Background: an optimization exercise with open tools, aiming at small area, a short achievable clock period and few clock cycles per item. Do not read the settings as production practice.
Function was checked by simulation only, so behaviour that the tests miss may differ from the original.
Power is estimated from default activity; no workload was simulated.

## before
==> module stripe_median, before the edit <==
module stripe_median (
    input  wire        clk,
    input  wire        rst,         
    input  wire        in_valid,
    output wire        in_ready,
    input  wire [63:0] in_data,
    input  wire        in_last,     
    input  wire [1:0]  in_wsel,     
    output wire        out_valid,
    input  wire        out_ready,
    output wire [63:0] out_data,
    output wire        out_last
);
    reg [63:0] s0, s1, s2, s3, s4, s5, s6;    
    reg        v0;             
    reg [3:1]  val;            
    reg [5:0]  fst;            
    reg [3:0]  lst;            
    reg [1:0]  h0, h1, h2, h3;   
    reg [48:0] g;              
    reg        row_start;      
    reg [1:0]  cur_h;
    reg        in_ready_r;
    reg        ov, sv;
    reg [63:0] od, sd;
    reg        ol, sl;
    assign in_ready  = in_ready_r;
    assign out_valid = ov;
    assign out_data  = od;
    assign out_last  = ol;
    wire free0  = !(v0 && sv);
    wire accept = in_valid && free0;
    wire room  = !sv;
    wire e1 = val[1] && lst[1];
    wire e2 = val[2] && lst[2];
    wire e3 = val[3] && lst[3];
    wire full  = v0 && room;
    wire flush = !v0 && room && (e1 || e2 || e3);
    wire j1 = e1;
    wire j2 = !e1 && e2;
    wire [6:0] en;
    assign en[0] = 1'b0;
    assign en[1] = full;
    assign en[2] = full || (flush && j1);
    assign en[3] = full || (flush && (j1 || j2));
    assign en[4] = full || flush;
    assign en[5] = full || flush;
    assign en[6] = full || flush;
    wire adv  = full || flush;
    wire push = adv && val[3];
    wire [48:0] gt;
    genvar ga, gb;
    generate
        for (ga = 0; ga < 7; ga = ga + 1) begin : gta
            for (gb = 0; gb < 7; gb = gb + 1) begin : gtb
                if (ga == 0 && gb > 0) begin : c
                    wire [63:0] sb = (gb == 1) ? s1 : (gb == 2) ? s2 : (gb == 3) ? s3 :
                                     (gb == 4) ? s4 : (gb == 5) ? s5 : s6;
                    sm_gt64 u (.a(s0), .b(sb), .gt(gt[gb]));
                end else if (ga > 0 && gb > ga) begin : r
                    assign gt[7 * ga + gb] = g[7 * ga + gb];
                end else begin : z
                    assign gt[7 * ga + gb] = 1'b0;
                end
            end
        end
    endgenerate
    wire [1:0] h = h3;
    wire left  = (fst[3] && h >= 2'd1) || (fst[4] && h >= 2'd2) || (fst[5] && h == 2'd3);
    wire right = (lst[3] && h >= 2'd1) || (lst[2] && h >= 2'd2) || (lst[1] && h == 2'd3);
    wire pass  = (h == 2'd0) || left || right;
    wire [6:0] act = {h == 2'd3, h >= 2'd2, h >= 2'd1, 1'b1, h >= 2'd1, h >= 2'd2, h == 2'd3};
    wire [6:0] sel;
    genvar gk, gm;
    generate
        for (gk = 0; gk < 7; gk = gk + 1) begin : rk
            wire [6:0] bef;
            for (gm = 0; gm < 7; gm = gm + 1) begin : bm
                if (gm < gk)      assign bef[gm] = act[gm] & ~gt[7 * gm + gk];
                else if (gm > gk) assign bef[gm] = act[gm] &  gt[7 * gk + gm];
                else              assign bef[gm] = 1'b0;
            end
            wire [5:0] others;
            if (gk == 0)      assign others = bef[6:1];
            else if (gk == 6) assign others = bef[5:0];
            else              assign others = {bef[6:gk + 1], bef[gk - 1:0]};
            wire [6:0] cnt [0:6];
            assign cnt[0] = 7'd1;
            for (gm = 0; gm < 6; gm = gm + 1) begin : cs
                assign cnt[gm + 1] = others[gm] ? {cnt[gm][5:0], 1'b0} : cnt[gm];
            end
            if (gk == 3) assign sel[gk] = pass || cnt[6][h];
            else         assign sel[gk] = !pass && act[gk] && cnt[6][h];
        end
    endgenerate
    wire [6:0]  ss = sel & {7{~sv}};
    wire [63:0] y  = (s0 & {64{ss[0]}}) | (s1 & {64{ss[1]}}) | (s2 & {64{ss[2]}}) |
                     (s3 & {64{ss[3]}}) | (s4 & {64{ss[4]}}) | (s5 & {64{ss[5]}}) |
                     (s6 & {64{ss[6]}}) | (sd & {64{sv}});
    wire        yl = sv ? sl : lst[3];
    integer k, a, b, sb;
    always @(posedge clk) begin
        if (free0) begin
            s0     <= in_data;
            fst[0] <= row_start;
            lst[0] <= in_last;
            h0     <= row_start ? in_wsel : cur_h;
        end
        if (en[1]) begin s1 <= s0; fst[1] <= fst[0]; lst[1] <= lst[0]; h1 <= h0; end
        if (en[2]) begin s2 <= s1; fst[2] <= fst[1]; lst[2] <= lst[1]; h2 <= h1; end
        if (en[3]) begin s3 <= s2; fst[3] <= fst[2]; lst[3] <= lst[2]; h3 <= h2; end
        if (en[4]) begin s4 <= s3; fst[4] <= fst[3]; end
        if (en[5]) begin s5 <= s4; fst[5] <= fst[4]; end
        if (en[6]) begin s6 <= s5; end
        for (a = 1; a < 7; a = a + 1) begin
            for (b = a + 1; b < 7; b = b + 1) begin
                sb = b - 1;
                if (en[b] && en[a])
                    g[7 * a + b] <= gt[7 * (a - 1) + sb];
                else if (en[b] && a < sb)
                    g[7 * a + b] <= gt[7 * a + sb];
            end
        end
        if (!ov || out_ready) begin
            od <= y;
            ol <= yl;
        end
        if (!sv) begin
            sd <= y;
            sl <= yl;
        end
        if (rst) begin
            v0         <= 1'b0;
            val        <= 3'd0;
            row_start  <= 1'b1;
            cur_h      <= 2'd0;
            in_ready_r <= 1'b1;
            ov         <= 1'b0;
            sv         <= 1'b0;
        end else begin
            if (free0)
                v0 <= in_valid;
            if (accept) begin
                row_start <= in_last;
                if (row_start)
                    cur_h <= in_wsel;
            end
            if (full) begin
                val[1] <= 1'b1;
                val[2] <= val[1];
                val[3] <= val[2];
            end else if (flush) begin
                if (j1) begin
                    val[1] <= 1'b0; val[2] <= val[1]; val[3] <= val[2];
                end else if (j2) begin
                    val[2] <= 1'b0; val[3] <= val[2];
                end else begin
                    val[3] <= 1'b0;
                end
            end
            if (ov && out_ready) begin
                if (sv) sv <= push;
                else    ov <= push;
            end else if (push) begin
                if (ov) sv <= 1'b1;
                else    ov <= 1'b1;
            end
            in_ready_r <= !((free0 ? in_valid : v0) &&
                            ((ov && !out_ready) ? (sv || push) : (sv && push)));
        end
    end
endmodule
clock: 26.0 ns
lec_check: 0
abc_area: 1
cap_margin: 20
core_margin: 2
core_utilization: 60
slew_margin: 20
standard.sh (not shown) runs the stock make flow with config.mk's settings and CLKGATE_MAP_FILE= SYNTH_SCRIPT=/design/flow/synth_recipe.tcl, a recipe that flattens the netlist after the stock synthesis.
==> flow/flow/run.sh <==
#!/bin/bash
# Standard ORFS layout (the standard.sh, standard synthesis), with these
# changes to how the layout is made:
#  * plain buffers (buf_2) on the ports instead of the delay cells that
#    buffer_ports picks by default;
#  * repair_timing (after CTS and after global routing) aims for a setup
#    slack margin, so that it sizes and buffers the paths instead of leaving
#    them as synthesis made them. The SDC and clock period are unchanged;
#  * clock tree: clkbuf_16 buffers with larger sink clusters and no dummy
#    loads (fewer, smaller clock cells).
# Each tool's log stays under orfs/logs; make's own output goes to
# flow_make.log here.
set -euo pipefail
bash standard.sh "BUFFER_PORTS_ARGS=-buffer_cell sky130_fd_sc_hd__buf_2" \
    "SETUP_SLACK_MARGIN=19.5" \
    "CTS_ARGS=-sink_clustering_enable -repair_clock_nets -dont_use_dummy_load -sink_clustering_size 24 -sink_clustering_max_diameter 100 -buf_list sky130_fd_sc_hd__clkbuf_16" \
    finish > flow_make.log 2>&1
before: no failed stages, no open violations at the end
Testbench counts of before, summed over its fixed seeds: cycles 15,666, items 15,636.
Modified inputs, after compared to before
-- flow/design.v --
<<< before, line 94
        end
    endgenerate
    wire [6:0]  ss = sel & {7{~sv}};
    wire [63:0] y  = (s0 & {64{ss[0]}}) | (s1 & {64{ss[1]}}) | (s2 & {64{ss[2]}}) |
                     (s3 & {64{ss[3]}}) | (s4 & {64{ss[4]}}) | (s5 & {64{ss[5]}}) |
                     (s6 & {64{ss[6]}}) | (sd & {64{sv}});
    wire        yl = sv ? sl : lst[3];
    integer k, a, b, sb;
>>> after, line 94
        end
    endgenerate
    wire [63:0] y7 = (s0 & {64{sel[0]}}) | (s1 & {64{sel[1]}}) | (s2 & {64{sel[2]}}) |
                     (s3 & {64{sel[3]}}) | (s4 & {64{sel[4]}}) | (s5 & {64{sel[5]}}) |
                     (s6 & {64{sel[6]}});
    wire [63:0] y  = sv ? sd : y7;
    wire        yl = sv ? sl : lst[3];
    integer k, a, b, sb;
<<< before, line 127
        end
        if (!sv) begin
            sd <= y;
            sl <= yl;
        end
>>> after, line 127
        end
        if (!sv) begin
            sd <= y7;
            sl <= yl;
        end
### Flow results
Higher post-synthesis compound-gate area fraction goes to after over before.
| footprint of the multi-input gates | before vs after | ≈ equal |
Share of power burned in combinational logic for after is higher than for before.
before -> after: number of distinct library cells after synthesis increased slightly
Relative to before, the routed wire length measured on after has decreased by a few percent.
Taking before as the reference point, the share of cell area taken by multi-input logic gates of after rises by 0.66 points.
Looking at before and after, the clock distribution area overhead in the final layout is a wash.
Between before and after, the post-CTS repair timing setup buffer count does not differ in any meaningful way.
Looking at net switching power across before and after, the one that comes out lower is after.
Comparing share of cells above drive strength 1 for before and after, the bigger number came from after.
Relative to before, the worst-skew pair later-pin latency of after is lower by 30 ps.
Area of the die: after < before
NOTE: synthesis-to-layout area growth in after falls short of that of before
Compared with before, after is the less power-hungry design.
Testbench counts of after, summed over its fixed seeds: cycles 15,666, items 15,636.

-- what the ideal ports hide --
No port has a modelled driver above. Below, the same layouts with a new extraction and two added sets of constraints. Step 1 (the two cells are an assumption about what drives the block):
set clk [get_ports {clk}]
set_driving_cell -lib_cell sky130_fd_sc_hd__clkbuf_16 $clk
set_driving_cell -lib_cell sky130_fd_sc_hd__buf_2 [delete_from_list [all_inputs] $clk]
Step 2 times the ports against the registers' clock, not the clock port: input delays grow and output delays shrink by t, the midpoint of the rising clock arrivals with the driver on. Three values: no drivers, after step 1, after step 2; two values: the first two.
| run | t, ns | setup WS [ns] | cell pins on the clock port's net |
|---|---|---|---|
| before | 0.683 | 19.463 / 19.400 / 19.539 | 1 |
| after | 0.659 | 19.536 / 19.477 / 18.989 | 1 |
After both steps every run listed still meets setup and hold. The setup slack of after, which loses most, moves by -0.059 ns with the drivers and by -0.547 ns with both steps.
